What follows belongs to an exercise in optimizing a design on an open flow for small area, a short achievable clock period and few clock cycles per item; a production flow would make more cautious choices.
Only simulation tests tie the RTL to the original design; equivalence was not proved.
The flow treats the clock pin as an ideal source. Dropping or thinning the clock tree relies on that and would not hold on a real chip.
Power is estimated from default activity; no workload was simulated.

## flow/design.v (module list and top-level ports; edited modules follow where they fit)
// module esq1_core: 2296 lines
module esq1_core (
    input  wire        clk,
    input  wire        rst,
    input  wire        cmd_valid,
    output wire        cmd_ready,
    input  wire [31:0] cmd,
    output reg         done,
    output reg  [15:0] res,
    output reg  [2:0]  err,
    output reg  [7:0]  sub,
    output reg  [15:0] pos,
    output reg         sticky
);
  // ...
==> flow/flow/run.sh <==
#!/bin/bash
# The standard layout (the standard.sh: standard synthesis, floorplan,
# placement, CTS, routing) with these changes to how it is made:
# - ORFS's timing repair aims below the clock period: repair_timing treats a
#   path as failing until its slack reaches SETUP_SLACK_MARGIN ns, so the
#   sized netlist runs well under the 10 ns clock;
# - the port buffers are buf_4 (ORFS would pick a delay cell);
# - CTS clusters up to 25 sinks per leaf buffer (within 80 um) and adds no
#   dummy loads;
# - after CTS, post_cts.tcl moves the clock pin to the middle of the left
#   edge and rebuilds the top of the clock tree: the clock
#   port drives four buffers next to it, one per region, that drive the
#   leaf buffers
#   (retree.tcl); the tree stays balanced, one level shallower;
# - after global routing, post_grt.tcl repairs antennas with a margin so
#   detailed routing needs no antenna re-route passes.
# The SDC and every other setting stay the standard flow's.
set -euo pipefail
here=$(pwd)
bash standard.sh SETUP_SLACK_MARGIN=7.0 \
  "BUFFER_PORTS_ARGS=-buffer_cell sky130_fd_sc_hd__buf_4" \
  "CTS_ARGS=-sink_clustering_enable -repair_clock_nets -sink_clustering_size 25 -sink_clustering_max_diameter 80 -dont_use_dummy_load" \
  POST_CTS_TCL="$here/flow/post_cts.tcl" \
  POST_GLOBAL_ROUTE_TCL="$here/flow/post_grt.tcl" \
  finish > flow_standard.log 2>&1
==> flow/flow/post_cts.tcl <==
# POST_CTS hook: rebuild the top of the clock tree (see retree.tcl), then
# legalize the new buffers and repair timing again on the new tree.
source [file join [file dirname [info script]] retree.tcl]
center_clk_pin
retree_clock 4
detailed_placement
estimate_parasitics -placement
repair_timing_helper
detailed_placement
check_placement -verbose
==> flow/flow/post_grt.tcl <==
# POST_GLOBAL_ROUTE hook: repair antennas once more with a 30% margin on the
# antenna ratios, so that the detailed routes, which differ from the global
# ones, rarely break the rule and need no repair-and-reroute pass after
# detailed routing; then write the route guides again.
repair_antennas -ratio_margin 30 -iterations 5
check_placement -verbose
check_antennas -report_file $::env(REPORTS_DIR)/grt_antennas_margin.log
write_guides $::env(RESULTS_DIR)/route.guide
==> flow/flow/retree.tcl <==
# Rebuild the top of the clock tree: the clock port drives NROOT buffers
# directly, each driving the leaf buffers of one region, in place of the
# root buffer and the middle level that CTS builds.
# Put the clock pin at the middle of the left die edge (the spot nearest to
# it that is at least 4 um from every other pin there), so the clock enters
# at the middle of a side rather than wherever pin placement left it.
proc center_clk_pin {} {
  set block [ord::get_db_block]
  set die [$block getDieArea]
  set ys {}
  foreach bt [$block getBTerms] {
    if {[$bt getName] eq "clk"} { continue }
    foreach bp [$bt getBPins] {
      set bb [$bp getBBox]
      if {[$bb xMin] <= [$die xMin] + 1000} { lappend ys [expr {([$bb yMin] + [$bb yMax]) / 2}] }
    }
  }
  set mid [expr {([$die yMin] + [$die yMax]) / 2}]
  for {set d 0} {$d < 200000} {incr d 2000} {
    foreach y [list [expr {$mid + $d}] [expr {$mid - $d}]] {
      set ok 1
      foreach oy $ys { if {abs($oy - $y) < 4000} { set ok 0; break } }
      if {$ok} {
        place_pin -pin_name clk -layer met3 -location [list [expr {[$die xMin] / 1000.0}] [expr {$y / 1000.0}]] -pin_size {0.3 0.3} -force_to_die_boundary
        puts "retree: clock pin at y [expr {$y / 1000.0}]"
        return
      }
    }
  }
}

# A spot for root k near the clock pin, a little inside the core.
proc root_spot { block k } {
  set bb [[lindex [[$block findBTerm clk] getBPins] 0] getBBox]
  set px [expr {([$bb xMin] + [$bb xMax]) / 2}]
  set py [expr {([$bb yMin] + [$bb yMax]) / 2}]
  set core [$block getCoreArea]
  set x0 [$core xMin]; set x1 [$core xMax]; set y0 [$core yMin]; set y1 [$core yMax]
  set in 12000
  set step [expr {($k - 1.5) * 8000}]
  if {$px <= $x0} { return [list [expr {$x0 + $in}] [expr {int(min(max($py + $step, $y0), $y1 - 10000))}]] }
  if {$px >= $x1} { return [list [expr {$x1 - $in - 10000}] [expr {int(min(max($py + $step, $y0), $y1 - 10000))}]] }
  if {$py <= $y0} { return [list [expr {int(min(max($px + $step, $x0), $x1 - 10000))}] [expr {$y0 + $in}]] }
  return [list [expr {int(min(max($px + $step, $x0), $x1 - 10000))}] [expr {$y1 - $in - 3000}]]
}

proc retree_clock { {nroot 4} {master_name sky130_fd_sc_hd__clkbuf_16} } {
  set block [ord::get_db_block]
  set db [ord::get_db]
  set master [$db findMaster $master_name]
  set port_net [[$block findBTerm clk] getNet]
  # walk the buffer tree from the port
  set level [list $port_net]
  set bufs {}
  set leaves {}
  while {[llength $level]} {
    set next {}
    foreach net $level {
      foreach it [$net getITerms] {
        if {![$it isInputSignal] && [$it getIoType] ne "INPUT"} { continue }
        set inst [$it getInst]
        set m [[$inst getMaster] getName]
        if {[string match "*clkbuf*" $m] || [string match "*clkinv*" $m]} {
          # output net of the buffer
          set onet ""
          foreach oit [$inst getITerms] { if {[$oit getIoType] eq "OUTPUT"} { set onet [$oit getNet] } }
          set drives_buf 0
          foreach it2 [$onet getITerms] {
            if {[$it2 getIoType] eq "INPUT"} {
              set m2 [[[$it2 getInst] getMaster] getName]
              if {[string match "*clkbuf*" $m2] || [string match "*clkinv*" $m2]} { set drives_buf 1 }
            }
          }
          if {$drives_buf} { lappend bufs $inst; lappend next $onet } else { lappend leaves $inst }
        }
      }
    }
    set level $next
  }
  puts "retree: [llength $bufs] upper buffers, [llength $leaves] leaf buffers"
  # leaf positions
  set pts {}
  foreach l $leaves { set bb [$l getBBox]; lappend pts [list $l [expr {([$bb xMin]+[$bb xMax])/2}] [expr {([$bb yMin]+[$bb yMax])/2}]] }
  # k-means into nroot clusters, seeded by splitting on x then y medians
  set n [llength $pts]
  set sx [lsort -integer -index 1 $pts]
  set cents {}
  set half [expr {$n/2}]
  foreach part [list [lrange $sx 0 [expr {$half-1}]] [lrange $sx $half end]] {
    set sy [lsort -integer -index 2 $part]
    set h2 [expr {[llength $sy]/2}]
    foreach q [list [lrange $sy 0 [expr {$h2-1}]] [lrange $sy $h2 end]] {
      set cx 0; set cy 0
      foreach p $q { set cx [expr {$cx+[lindex $p 1]}]; set cy [expr {$cy+[lindex $p 2]}] }
      lappend cents [list [expr {$cx/[llength $q]}] [expr {$cy/[llength $q]}]]
    }
  }
  set cents [lrange $cents 0 [expr {$nroot-1}]]
  for {set iter 0} {$iter < 20} {incr iter} {
    set groups {}
    for {set k 0} {$k < $nroot} {incr k} { lappend groups {} }
    foreach p $pts {
      set best 0; set bd 1e30
      for {set k 0} {$k < $nroot} {incr k} {
        set c [lindex $cents $k]
        set d [expr {abs([lindex $p 1]-[lindex $c 0]) + abs([lindex $p 2]-[lindex $c 1])}]
        if {$d < $bd} { set bd $d; set best $k }
      }
      lset groups $best [concat [lindex $groups $best] [list $p]]
    }
    set cents {}
    foreach g $groups {
      set cx 0; set cy 0
      foreach p $g { set cx [expr {$cx+[lindex $p 1]}]; set cy [expr {$cy+[lindex $p 2]}] }
      set c [expr {max(1,[llength $g])}]
      lappend cents [list [expr {$cx/$c}] [expr {$cy/$c}]]
    }
  }
  # remove the upper buffers and their nets
  foreach b $bufs {
    foreach it [$b getITerms] {
      set net [$it getNet]
      if {$net ne "NULL" && [$it getIoType] eq "OUTPUT"} { $it disconnect; odb::dbNet_destroy $net } elseif {$net ne "NULL"} { $it disconnect }
    }
    odb::dbInst_destroy $b
  }
  # new roots
  for {set k 0} {$k < $nroot} {incr k} {
    set inst [odb::dbInst_create $block $master "clkroot_$k"]
    set net [odb::dbNet_create $block "clknet_root_$k"]
    $net setSigType CLOCK
    # roots sit next to the clock pin so that the port's own net stays short
    set c [root_spot $block $k]
    $inst setLocation [lindex $c 0] [lindex $c 1]
    $inst setPlacementStatus PLACED
    foreach it [$inst getITerms] {
      set mt [[$it getMTerm] getName]
      if {$mt eq "A"} { $it connect $port_net }
      if {$mt eq "X"} { $it connect $net }
    }
    foreach p [lindex $groups $k] {
      set l [lindex $p 0]
      foreach it [$l getITerms] { if {[[$it getMTerm] getName] eq "A"} { $it connect $net } }
    }
    puts "retree: root $k at $c drives [llength [lindex $groups $k]] leaves"
  }
}
==> flow/standard.sh <==
#!/bin/bash
# synth_recipe.tcl (not shown) runs the flow's synth.tcl, then flattens the netlist and writes it again
# the make line also repeats each setting of config.mk as NAME=value (left out here)
make -C /OpenROAD-flow-scripts/flow DESIGN_CONFIG=/design/flow/config.mk WORK_HOME=/design/flow/orfs CLKGATE_MAP_FILE= SYNTH_SCRIPT=/design/flow/synth_recipe.tcl "${@:-finish}"
==> flow/config.mk <==
export PLATFORM = sky130hd
export DESIGN_NAME = esq1_core
export DESIGN_NICKNAME = esq1_core
export VERILOG_FILES = /design/flow/design.v
export SDC_FILE = /design/flow/constraint.sdc
export NUM_CORES = 8
export LEC_CHECK = 0
export ABC_AREA = 1
export CAP_MARGIN = 30
export CORE_MARGIN = 2
export CORE_UTILIZATION = 40
export PLACE_DENSITY = 0.55
export SLEW_MARGIN = 20
==> flow/constraint.sdc <==
create_clock -name core_clock -period 10.0 [get_ports {clk}]
set_input_delay 2.0000 -clock core_clock [delete_from_list [all_inputs] [get_ports {clk}]]
set_output_delay 2.0000 -clock core_clock [all_outputs]
set_load 0.01 [all_outputs]
==> summary.md, run 1 <==
| Metric | Value |
|---|---|
| Outcome | `timing/DRC/antenna clean` |
| Multiplexer share of the synthesized area | `0` |
| Vias/cell | `6.718` |
| Most frequent cells in the layout | `2548 x nand2_1, 1852 x dfxtp_1, 1545 x inv_1, 1545 x o221ai_1, 338 x o22ai_1` |
| Top delay family on crit path | `simple AND/OR/NAND/NOR gates` |
| Worst setup SP type | `flip-flop` |
| Share of cells above drive strength 1 | `0.1052` |
| Cell area after synthesis | `0.08159 mm^2` |
| Comb pwr share | `0.060` |
| Critical path endpoint category | `flip-flop` |
| Switching Share | `0.2599` |
| Initial core utilization | `0.4029` |
| RePlAce Congestion | `1.090` |
| Final Power | `13500 uW` |
| Most flops, register | `name` |
| Power share of the clock group | `0.358` |
| Relative slew slack | `0.2481` |
| Standard-cell rows | `165` |
| Max Used Layer | `met5` |
| Xor and xnor area share after synthesis | `0` |
| Initial antenna violation count | `41` |
| Hold Fails Final Rpt | `0` |
| Total Wirelength | `456500 um` |
| Top post-synthesis cells by area | `dfxtp_1 48%, o221ai_1 17%, nand2_1 12%` |
| Layout fillers | `20060` |
| Synthesized flop and latch total | `1944` |
| DP HPWL | `315600 um` |
| Ys Warns | `1` |
| Kind of critical path | `flip-flop to flip-flop` |
| Pre-CTS setup slack | `5438 ps` |
| Gr busiest metal | `met2` |
| Crit path buffers/inverters | `2` |
| Met1 WL | `170800 um` |
| Share of the synthesized area in the top cell type | `0.4770` |
Testbench counts, summed over its fixed seeds: cycles 13,568, cmds 13,544.
==> inputs of run 2 (changes only) <==
--- a/flow/design.v
+++ b/flow/design.v
@@ -328,17 +328,17 @@
     reg [15:0] frow_w;        
     reg [15:0] fcol;          
     reg [11:0] pk_en;         
     reg [11:0] up_en;         
     reg [7:0]  vlb_a, vlb_b;  
     reg [7:0]  vrc_a, vrc_b;  
     reg        vb1, vb2;      
     reg [2:0]  nidx;          
-    reg        rs_lb, rs_rec, rs_nm;
+    reg        rs_nm;
     reg [7:0]  imm;
     reg [3:0]  hnib;
     reg        ext, res_we, srst_x, errf_x;
     reg [2:0]  err_x;
     reg [7:0]  sub_x;
     reg [15:0] pos_x;
     wire [7:0] lbpk0 = uc(name[7:0]);
     wire lbhit0 = lrow[0] & lcol[0];
@@ -2014,17 +2014,17 @@
             3'd1: rd_nm = name[15:8];
             3'd2: rd_nm = name[23:16];
             3'd3: rd_nm = name[31:24];
             3'd4: rd_nm = name[39:32];
             3'd5: rd_nm = name[47:40];
             default: rd_nm = 8'd0;
         endcase
     end
-    wire [7:0] rd = ({8{rs_lb}} & rd_lb) | ({8{rs_rec}} & rd_rec) | ({8{rs_nm}} & rd_nm) | imm;
+    wire [7:0] rd_o = ({8{rs_nm}} & rd_nm) | imm;
     wire [7:0]  opc = c1[31:24];
     wire [7:0]  opa = c1[23:16];
     wire [15:0] opb = c1[15:0];
     wire [7:0]  opf = c1[15:8];
     wire [7:0]  opv = c1[7:0];
     wire        f_range = p_fsgn ? ~p_vsok : ~(p_fw[6] | |(p_fw[5:0] & p_vfit));
     reg        n_res_we, n_lb_pack, n_unpack, n_setf, n_setb, n_lddef, n_srst;
     reg [7:0]  n_imm;
@@ -2229,62 +2229,63 @@
             end
         endcase
     end
     wire ok1 = v1 & ~rst;
     always @(posedge clk) begin
         vx        <= ok1;
         lb_rst_x  <= rst | (v1 & n_srst);
         rec_rst_x <= rst | (v1 & (n_srst | n_lddef));
-        lrow      <= 13'd1 << opa[6:3];
+        lrow      <= (13'd1 << opa[6:3]) & {13{n_rs_lb}};
         lcol      <= 8'd1 << opa[2:0];
         lrow_w    <= (13'd1 << opa[6:3]) & {13{ok1 & n_setb}};
-        frow      <= 16'd1 << opf[7:4];
+        frow      <= (16'd1 << opf[7:4]) & {16{n_rs_rec}};
         fcol      <= 16'd1 << opf[3:0];
         frow_w    <= (16'd1 << opf[7:4]) & {16{ok1 & n_setf}};
         pk_en     <= gsel & {12{ok1 & n_lb_pack}};
         up_en     <= gsel & {12{ok1 & n_unpack}};
         vlb_a     <= opv & {8{~opa[6]}};
         vlb_b     <= opv & {8{opa[6]}};
         vrc_a     <= opv & {8{~(opf[7] | opf[6])}};
         vrc_b     <= opv & {8{opf[7] | opf[6]}};
         vb1       <= p_vb1;
         vb2       <= p_vb2;
         nidx      <= opv[2:0];
-        rs_lb     <= n_rs_lb;
-        rs_rec    <= n_rs_rec;
         rs_nm     <= n_rs_nm;
         imm       <= n_imm;
         hnib      <= n_hnib;
         ext       <= n_ext;
         res_we    <= ok1 & n_res_we;
         srst_x    <= ok1 & n_srst;
         errf_x    <= ok1 & (n_err != E_NONE);
         err_x     <= n_err;
         sub_x     <= n_sub;
         pos_x     <= n_pos;
     end
     reg        v3, ext3, res_we3, srst3, errf3;
-    reg [7:0]  rd3;
+    reg [7:0]  rdlb3, rdrec3, rdo3;
     reg [3:0]  hnib3;
     reg [2:0]  err3;
     reg [7:0]  sub3;
     reg [15:0] pos3;
     always @(posedge clk) begin
         v3      <= vx & ~rst;
-        rd3     <= rd;
+        rdlb3   <= rd_lb;
+        rdrec3  <= rd_rec;
+        rdo3    <= rd_o;
         hnib3   <= hnib;
         ext3    <= ext;
         res_we3 <= res_we & ~rst;
         srst3   <= srst_x;
         errf3   <= errf_x & ~rst;
         err3    <= err_x;
         sub3    <= sub_x;
         pos3    <= pos_x;
     end
+    wire [7:0] rd3 = rdlb3 | rdrec3 | rdo3;
     always @(posedge clk) begin
         done <= v3 & ~rst;
         err  <= err3;
         sub  <= sub3;
         pos  <= pos3;
         if (rst || srst3) begin
             res    <= 16'd0;
             sticky <= 1'b0;
==> run 2 against run 1 <==
Against the previous run:
- largest cell class unchanged
- highest routed layer unchanged
- combinational power decreased by 11%
- design area decreased by 1.5%
- die area about the same
- fmax increased by 4.7%
- synthesized cell count decreased by 0.17%
==> summary.md, run 2 <==
| Metric | Value |
|---|---|
| Top Registers | `name: 48 flops, c1: 32 flops (unchanged)` |
| Die area | `0.2075 mm^2 (was 0.2076 mm^2)` |
| Area grow syn2layout | `12.22% (was 13.85%)` |
| Vias/cell | `6.541 (was 6.718)` |
| Worst setup SP type | `flip-flop (unchanged)` |
| Final hold slack | `317.2 ps (was 278.9 ps)` |
| Relative slew slack | `0.2453 (was 0.2481)` |
| Cell type with the largest total area after synthesis | `dfxtp_1 (unchanged)` |
| Mapped Nets | `10180 (was 10190)` |
| Most frequent cells in the layout | `2675 x nand2_1, 1872 x dfxtp_1, 1551 x o221ai_1 (was 2548 x nand2_1, 1852 x dfxtp_1, 1545 x inv_1, 1545 x o221ai_1, 338 x o22ai_1)` |
| Worst min path class | `flip-flop to flip-flop (unchanged)` |
| # DRC | `0 (unchanged)` |
| DP HPWL | `292700 um (was 315600 um)` |
| Total Wirelength | `420700 um (was 456500 um)` |
| Crit-path max cell delay | `760 ps (was 740 ps)` |
| CP max FO | `7 (was 5)` |
| Ys Warns | `1 (unchanged)` |
| Most common cell in the synthesized netlist | `nand2_1 (unchanged)` |
| Most flops, register | `name (unchanged)` |
| Final worst slack | `6571 ps (was 6409 ps)` |
| Clock sinks | `1958 (was 1944)` |
| First-pass GRT wire length | `589300 um (was 623800 um)` |
| Initial core utilization | `0.4030 (was 0.4029)` |
| Final nets | `10220 (was 10270)` |
| Cell area after synthesis | `0.08153 mm^2 (was 0.08159 mm^2)` |
| Period utilisation layout | `0.3429 (was 0.3591)` |
| Slew @ Worst Pin | `1132 ps (was 1116 ps)` |
| Maximum VDD drop | `0.0004249 V (was 0.0007184 V)` |
| Final core occ | `0.4522 (was 0.4587)` |
| Die Y | `455.5 um (was 455.6 um)` |
| Top post-synthesis cells by area | `dfxtp_1 48%, o221ai_1 17%, nand2_1 13% (was dfxtp_1 48%, o221ai_1 17%, nand2_1 12%)` |
| DR WL/cell | `32.72 um (was 35.20 um)` |
| CP required | `10560 ps (was 10590 ps)` |
| Synthesized area per cell | `8.040 um^2 (was 8.032 um^2)` |
| Initial antenna violation count | `23 (was 41)` |
| Share of cells above drive strength 1 | `0.09441 (was 0.1052)` |
| Fmax | `0.2916 GHz (was 0.2785 GHz)` |
| Synthesized flop and latch total | `1958 (was 1944)` |
| Port Buf Inserts | `79 (unchanged)` |
| Vias in the first global route | `78320 (was 79240)` |
| Critical path endpoint category | `flip-flop (unchanged)` |
| Routed via count | `84110 (was 87120)` |
| Worst EP arrival | `3980 ps (was 4180 ps)` |
| Clock skew | `97.86 ps (was 126.5 ps)` |
| Pleak | `0.03295 uW (was 0.03316 uW)` |
| Tmin final | `3429 ps (was 3591 ps)` |
| Pre-antenna DRT Iters | `7 (was 9)` |
| Ys async rst share | `0 (unchanged)` |
| IO Count | `81 (unchanged)` |
| Standard-cell rows | `165 (unchanged)` |
| Max-cap violations | `0 (unchanged)` |
| Hold Fails Final Rpt | `0 (unchanged)` |
| Total overflow reported by the global router | `0 (unchanged)` |
| Sequential share of the synthesized area | `0.4808 (was 0.4770)` |
| Most frequent cells after synthesis | `2778 x nand2_1, 1958 x dfxtp_1, 1554 x o221ai_1 (was 2672 x nand2_1, 1944 x dfxtp_1, 1592 x inv_1)` |
| Worst-path clk slew | `100 ps (about the same)` |
| Max FFs per register | `48 (unchanged)` |
| Post-synth cell types | `58 (was 64)` |
| Pre-CTS setup slack | `5435 ps (was 5438 ps)` |
| Power Density | `146.4 mW/mm^2 (was 145.4 mW/mm^2)` |
| Clock Latency Late Sink | `720 ps (was 770 ps)` |
| Antenna-violating nets left | `0 (unchanged)` |
| Commonest non-fill, non-tap cell in the layout | `nand2_1 (unchanged)` |
| Setup TNS | `0 ps (unchanged)` |
| Final Power | `13400 uW (was 13500 uW)` |
| Ys flop type | `dfxtp_1 (unchanged)` |
| Outcome | `timing/DRC/antenna clean (unchanged)` |
| Global Route Usage Sum | `0.3836 (was 0.4130)` |
| Worst path cell trace | `buf_12, nand2_2, clkinvlp_4, a21oi_4, o2111ai_4, a2111oi_4, nand4_1, nor4_4, nand3_1 (was buf_16, nand2_4, inv_2, nand2_1, o21ai_2, a2111oi_4, nand4_1, nor4_4, nand4_1, nand2_1, o211ai_1)` |
| Kind of critical path | `flip-flop to flip-flop (unchanged)` |
| Die Wd | `455.5 um (was 455.6 um)` |
| Slew Viols, Final | `0 (unchanged)` |
| Syn Inst Count | `10140 (was 10160)` |
| Core area | `0.2023 mm^2 (was 0.2025 mm^2)` |
| Largest net degree at the start of global routing | `71 (was 60)` |
| Final setup violation count | `0 (unchanged)` |
| Iter 0 DRT Violations | `12170 (was 15380)` |
| RePlAce Congestion | `1.056 (was 1.090)` |
| Critical path's slowest cell | `nor4_4 (was nand4_1)` |
| Share of the synthesized area in the top cell type | `0.4808 (was 0.4770)` |
| Post-synth EDFFs | `0 (unchanged)` |
[run 2: cell types whose count changed in the layout (fill, tap and decap cells not counted), moves of 30 or more]
cell	delta
nor2_1	+56
o22ai_1	-67
inv_1	-102
diode_2	-54
o2111ai_1	+30
nand2_1	+127
[run 2: worst max-delay path, delay by kind of cell, from the launching register on]
| kind | cells | cell delay, ps |
|---|---|---|
| AOI/OAI and AO/OA | 3 | 870 |
| buffers and inverters | 2 | 350 |
| DFF | 1 | 420 |
| and+or+nand+nor | 4 | 1630 |
[run 2: layout make-up, clock buffers not listed]
class	instances	area [um^2]
Fill cell	20320	110800
Tap cell	2672	3343
Buffer	4	100.1
Timing Repair Buffer	385	3597
Multi-Input combinational cell	6176	36390
Sequential cell	1958	39360
Inverter	1543	5849
Antenna cell	9	22.52
[run 2: worst paths after layout]
path	cells after the start	to	start	slack, ps
min	0	pos3[7]	pos_x[7]	320
min reg2reg	0	pos3[7]	pos_x[7]	320
max	9	rdlb3[6]	lcol[1]	6570
max reg2reg	9	rdlb3[6]	lcol[1]	6570
[run 2: per-layer routing]
layer	GRT usage	up-vias	routed length (um)
met2	0.5839	5860	179200
met1	0.4959	40820	162800
met4	0.2437	28	32860
met5	0	-	182
li1	-	36000	-
met3	0.07803	1406	45710
[run 2: where the power goes]
group	internal, uW	leakage, uW	switching, uW	total, uW
combinational	127	0.0156	599	726
clock	2030	0.00144	2740	4770
sequential	7840	0.0159	54.9	7900
total	10000	0.0329	3400	13400
[run 2: logic make-up after synthesis]
logic type      after synthesis  share of synthesized area
compound gates             2653                     0.2545
buf+inv                    2008                    0.09315
flops                      1958                     0.4808
other cells                   1                 0.00004599
simple gates               3521                     0.1715
[run 2: through the flow]
| step | std cells | instance area (um^2) |
|---|---|---|
| floorplan | 10140 | 81610 |
| global placement | 12590 | 85090 |
| detailed placement | 12610 | 85390 |
| finish | 12860 | 91490 |
Testbench counts of run 2, summed over its fixed seeds: cycles 13,568, cmds 13,544.
==> inputs of run 3 (changes only) <==
--- a/flow/config.mk
+++ b/flow/config.mk
@@ -8,6 +8,6 @@
 export ABC_AREA = 1
 export CAP_MARGIN = 30
 export CORE_MARGIN = 2
-export CORE_UTILIZATION = 40
-export PLACE_DENSITY = 0.55
+export CORE_UTILIZATION = 50
+export PLACE_DENSITY = 0.62
 export SLEW_MARGIN = 20
==> run 3 against run 2 <==
Against the previous run:
- synthesized cell count stayed put
- via count is 1.2% higher
- core utilization is 10 points higher
- highest routed layer unchanged
- sequential cell count stayed put
==> summary.md, run 3 <==
| Metric | Value |
|---|---|
| Port Buf Inserts | `79 (unchanged)` |
| Power Density | `147.3 mW/mm^2 (was 146.4 mW/mm^2)` |
| Maximum VDD drop | `0.0004435 V (was 0.0004249 V)` |
| Total Wirelength | `408200 um (was 420700 um)` |
| Initial antenna violation count | `23 (unchanged)` |
| Critical path endpoint category | `flip-flop (unchanged)` |
| DR WL/cell | `33.13 um (was 32.72 um)` |
| DP HPWL | `278600 um (was 292700 um)` |
| Clock Latency Late Sink | `700 ps (was 720 ps)` |
| First-pass GRT wire length | `571100 um (was 589300 um)` |
| Ys async rst share | `0 (unchanged)` |
| Iter 0 DRT Violations | `15020 (was 12170)` |
| Ys Warns | `1 (unchanged)` |
| Share of the synthesized area in the top cell type | `0.4808 (unchanged)` |
| Clock sinks | `1958 (unchanged)` |
| Routed via count | `85090 (was 84110)` |
| Switching Share | `0.2527 (was 0.2534)` |
| Top post-synthesis cells by area | `dfxtp_1 48%, o221ai_1 17%, nand2_1 13% (unchanged)` |
| Core area | `0.1624 mm^2 (was 0.2023 mm^2)` |
| Min-delay src | `pos3[0] (was pos_x[7])` |
| Max-cap violations | `0 (unchanged)` |
| Vias in the first global route | `78120 (was 78320)` |
| Top Registers | `name: 48 flops, c1: 32 flops (unchanged)` |
| Final Power | `13320 uW (was 13400 uW)` |
| Power share of the clock group | `0.353 (was 0.356)` |
| Kind of critical path | `flip-flop to flip-flop (unchanged)` |
| Reg2Reg Depth | `9 (unchanged)` |
| CP max FO | `12 (was 7)` |
| Total overflow reported by the global router | `0 (unchanged)` |
| Hold Fails Final Rpt | `0 (unchanged)` |
| Relative slew slack | `0.2144 (was 0.2453)` |
| Hold path depth | `0 (unchanged)` |
| Outcome | `timing/DRC/antenna clean (unchanged)` |
| Pleak | `0.03267 uW (was 0.03295 uW)` |
| Fmax | `0.3108 GHz (was 0.2916 GHz)` |
| FF-to-FF End | `rdrec3[3] (was rdlb3[6])` |
| Most frequent cells after synthesis | `2778 x nand2_1, 1958 x dfxtp_1, 1554 x o221ai_1 (unchanged)` |
| Net switching power | `3366 uW (was 3395 uW)` |
| Die area | `0.1663 mm^2 (was 0.2075 mm^2)` |
| Setup TNS | `0 ps (unchanged)` |
| Comb pwr share | `0.054 (about the same)` |
| Share of cells above drive strength 1 | `0.08797 (was 0.09441)` |
| Clock skew | `111.7 ps (was 97.86 ps)` |
| Slew @ Worst Pin | `1169 ps (was 1132 ps)` |
| Worst r2r src | `fcol[6] (was lcol[1])` |
| Ys flop type | `dfxtp_1 (unchanged)` |
| Post-synth EDFFs | `0 (unchanged)` |
| Most common cell in the synthesized netlist | `nand2_1 (unchanged)` |
| Worst EP arrival | `3790 ps (was 3980 ps)` |
| CP required | `10570 ps (was 10560 ps)` |
| Fin cells | `12320 (was 12860)` |
| Period utilisation layout | `0.3218 (was 0.3429)` |
| Post-synth cell types | `58 (unchanged)` |
| Final core occ | `0.5569 (was 0.4522)` |
| Worst min path class | `flip-flop to flip-flop (unchanged)` |
| Final setup violation count | `0 (unchanged)` |
| Worst setup SP type | `flip-flop (unchanged)` |
| Max FFs per register | `48 (unchanged)` |
| Pint | `9954 uW (was 10000 uW)` |
| IO Count | `81 (unchanged)` |
| Synthesized flop and latch total | `1958 (unchanged)` |
| Initial core utilization | `0.5020 (was 0.4030)` |
| Synthesized area per cell | `8.040 um^2 (unchanged)` |
| Most flops, register | `name (unchanged)` |
| Final nets | `10180 (was 10220)` |
| Largest net degree at the start of global routing | `60 (was 71)` |
| Mapped Nets | `10180 (unchanged)` |
| Pre-antenna DRT Iters | `8 (was 7)` |
| Worst R2R Setup Slack | `6780 ps (was 6570 ps)` |
| RePlAce Congestion | `1.055 (was 1.056)` |
| # DRC | `0 (unchanged)` |
| Sequential power share | `0.593 (was 0.589)` |
| Die Y | `407.8 um (was 455.5 um)` |
| Placed Cells | `12090 (was 12610)` |
| Commonest non-fill, non-tap cell in the layout | `nand2_1 (unchanged)` |
| Sequential share of the synthesized area | `0.4808 (unchanged)` |
| Vias/cell | `6.906 (was 6.541)` |
| Final hold slack | `303.6 ps (was 317.2 ps)` |
| Tmin final | `3218 ps (was 3429 ps)` |
| Standard-cell rows | `148 (was 165)` |
| Hold EP | `pos[0] (was pos3[7])` |
| Syn Inst Count | `10140 (unchanged)` |
| Global Route Usage Sum | `0.4638 (was 0.3836)` |
| Antenna-violating nets left | `0 (unchanged)` |
| Area grow syn2layout | `10.93% (was 12.22%)` |
| Slew Viols, Final | `0 (unchanged)` |
| Cell area after synthesis | `0.08153 mm^2 (unchanged)` |
| Most frequent cells in the layout | `2698 x nand2_1, 1874 x dfxtp_1, 1552 x o221ai_1 (was 2675 x nand2_1, 1872 x dfxtp_1, 1551 x o221ai_1)` |
| Die Wd | `407.8 um (was 455.5 um)` |
| Worst-path clk slew | `90 ps (was 100 ps)` |
| Cell type with the largest total area after synthesis | `dfxtp_1 (unchanged)` |
run 3: layout make-up, clock buffers not listed:
| class | count | area [um^2] |
|---|---|---|
| fill | 15290 | 71960 |
| antenna | 5 | 12.51 |
| multi-input combinational | 6177 | 36260 |
| sequential | 1958 | 39360 |
| buffer | 4 | 100.1 |
| inverter | 1543 | 5846 |
| timing repair buffer | 348 | 3398 |
| tap | 2175 | 2721 |
run 3: how the worst max path moves through the flow:
stage / startpoint / end / slack [ps] / depth (start not counted)
6_report: fcol[6] / rdrec3[3] / 6780 / 9
3_3_place_gp: lcol[3] / rdlb3[6] / 5360 / 11
2_1_floorplan: cmd[9] / p_fok / 6910 / 7
3_5_place_dp: lcol[6] / rdlb3[0] / 5840 / 9
run 3: power groups by stage:
stage / registers [uW] / clock network [uW] / logic [uW]
after floorplan: 8050 / 0 / 301
after detailed placement: 8090 / 0 / 612
after global placement: 8090 / 0 / 610
final: 7900 / 4700 / 723
run 3: worst max-delay path, cell delays in order (launching register included):
cell     delay (ps)
dfxtp_2         310
buf_4           290
buf_6           270
nand2_2         200
o22ai_1         120
a21oi_1         200
o21ai_1         220
nor3_2          260
nand4_1         560
or4_1           690
run 3: layer usage:
| layer | up-vias | global-route usage | wire length [um] |
|---|---|---|---|
| met5 | - | 0 | 237 |
| met4 | 34 | 0.3259 | 36160 |
| met3 | 1644 | 0.1210 | 55450 |
| met2 | 6814 | 0.6711 | 166200 |
| met1 | 40690 | 0.6012 | 150100 |
| li1 | 35900 | - | - |
run 3: kinds of logic after synthesis:
| logic type | share of synthesized area |
|---|---|
| other | 0.00004599 |
| AO/OA/AOI/OAI | 0.2545 |
| AND/OR/NAND/NOR | 0.1715 |
| buffers and inverters | 0.09315 |
| flip-flops | 0.4808 |
run 3: metrics by stage:
stage	area [um^2]	setup slack (ps)
final	90440	6782
after detailed placement	84540	5835
after floorplan	81610	6909
after global placement	84280	5359

static timing again, ports no longer ideal:
The flow's constraints put no driver on any port. The routed layouts listed below were extracted and timed again, unchanged, in two steps. Step 1 sets driving cells, clkbuf_16 on the clock port and buf_2 on the other inputs (assumed; they add their load-dependent delay and slew). Step 2 also shifts input and output timing later by t, the mid clock arrival at the registers, as if the neighbouring blocks saw the same clock. a / b / c = ideal ports / drivers / drivers and shift; a / b = the first two.
| run | t, ns | slack for setup (ns) | worst setup path at the end | worst data-port slew with drivers (ns) |
|---|---|---|---|---|
| run 1 | 0.761 | 6.409 / 6.409 / 6.279 | input to register | 0.06 |
| run 2 | 0.742 | 6.571 / 6.571 / 6.320 | input to register | 0.04 |
| run 3 | 0.725 | 6.782 / 6.726 / 6.387 | input to register | 0.05 |
After both steps setup and hold are still met in every run listed. The setup slack of run 3, which loses most, moves by -0.056 ns with the drivers and by -0.395 ns with both steps.
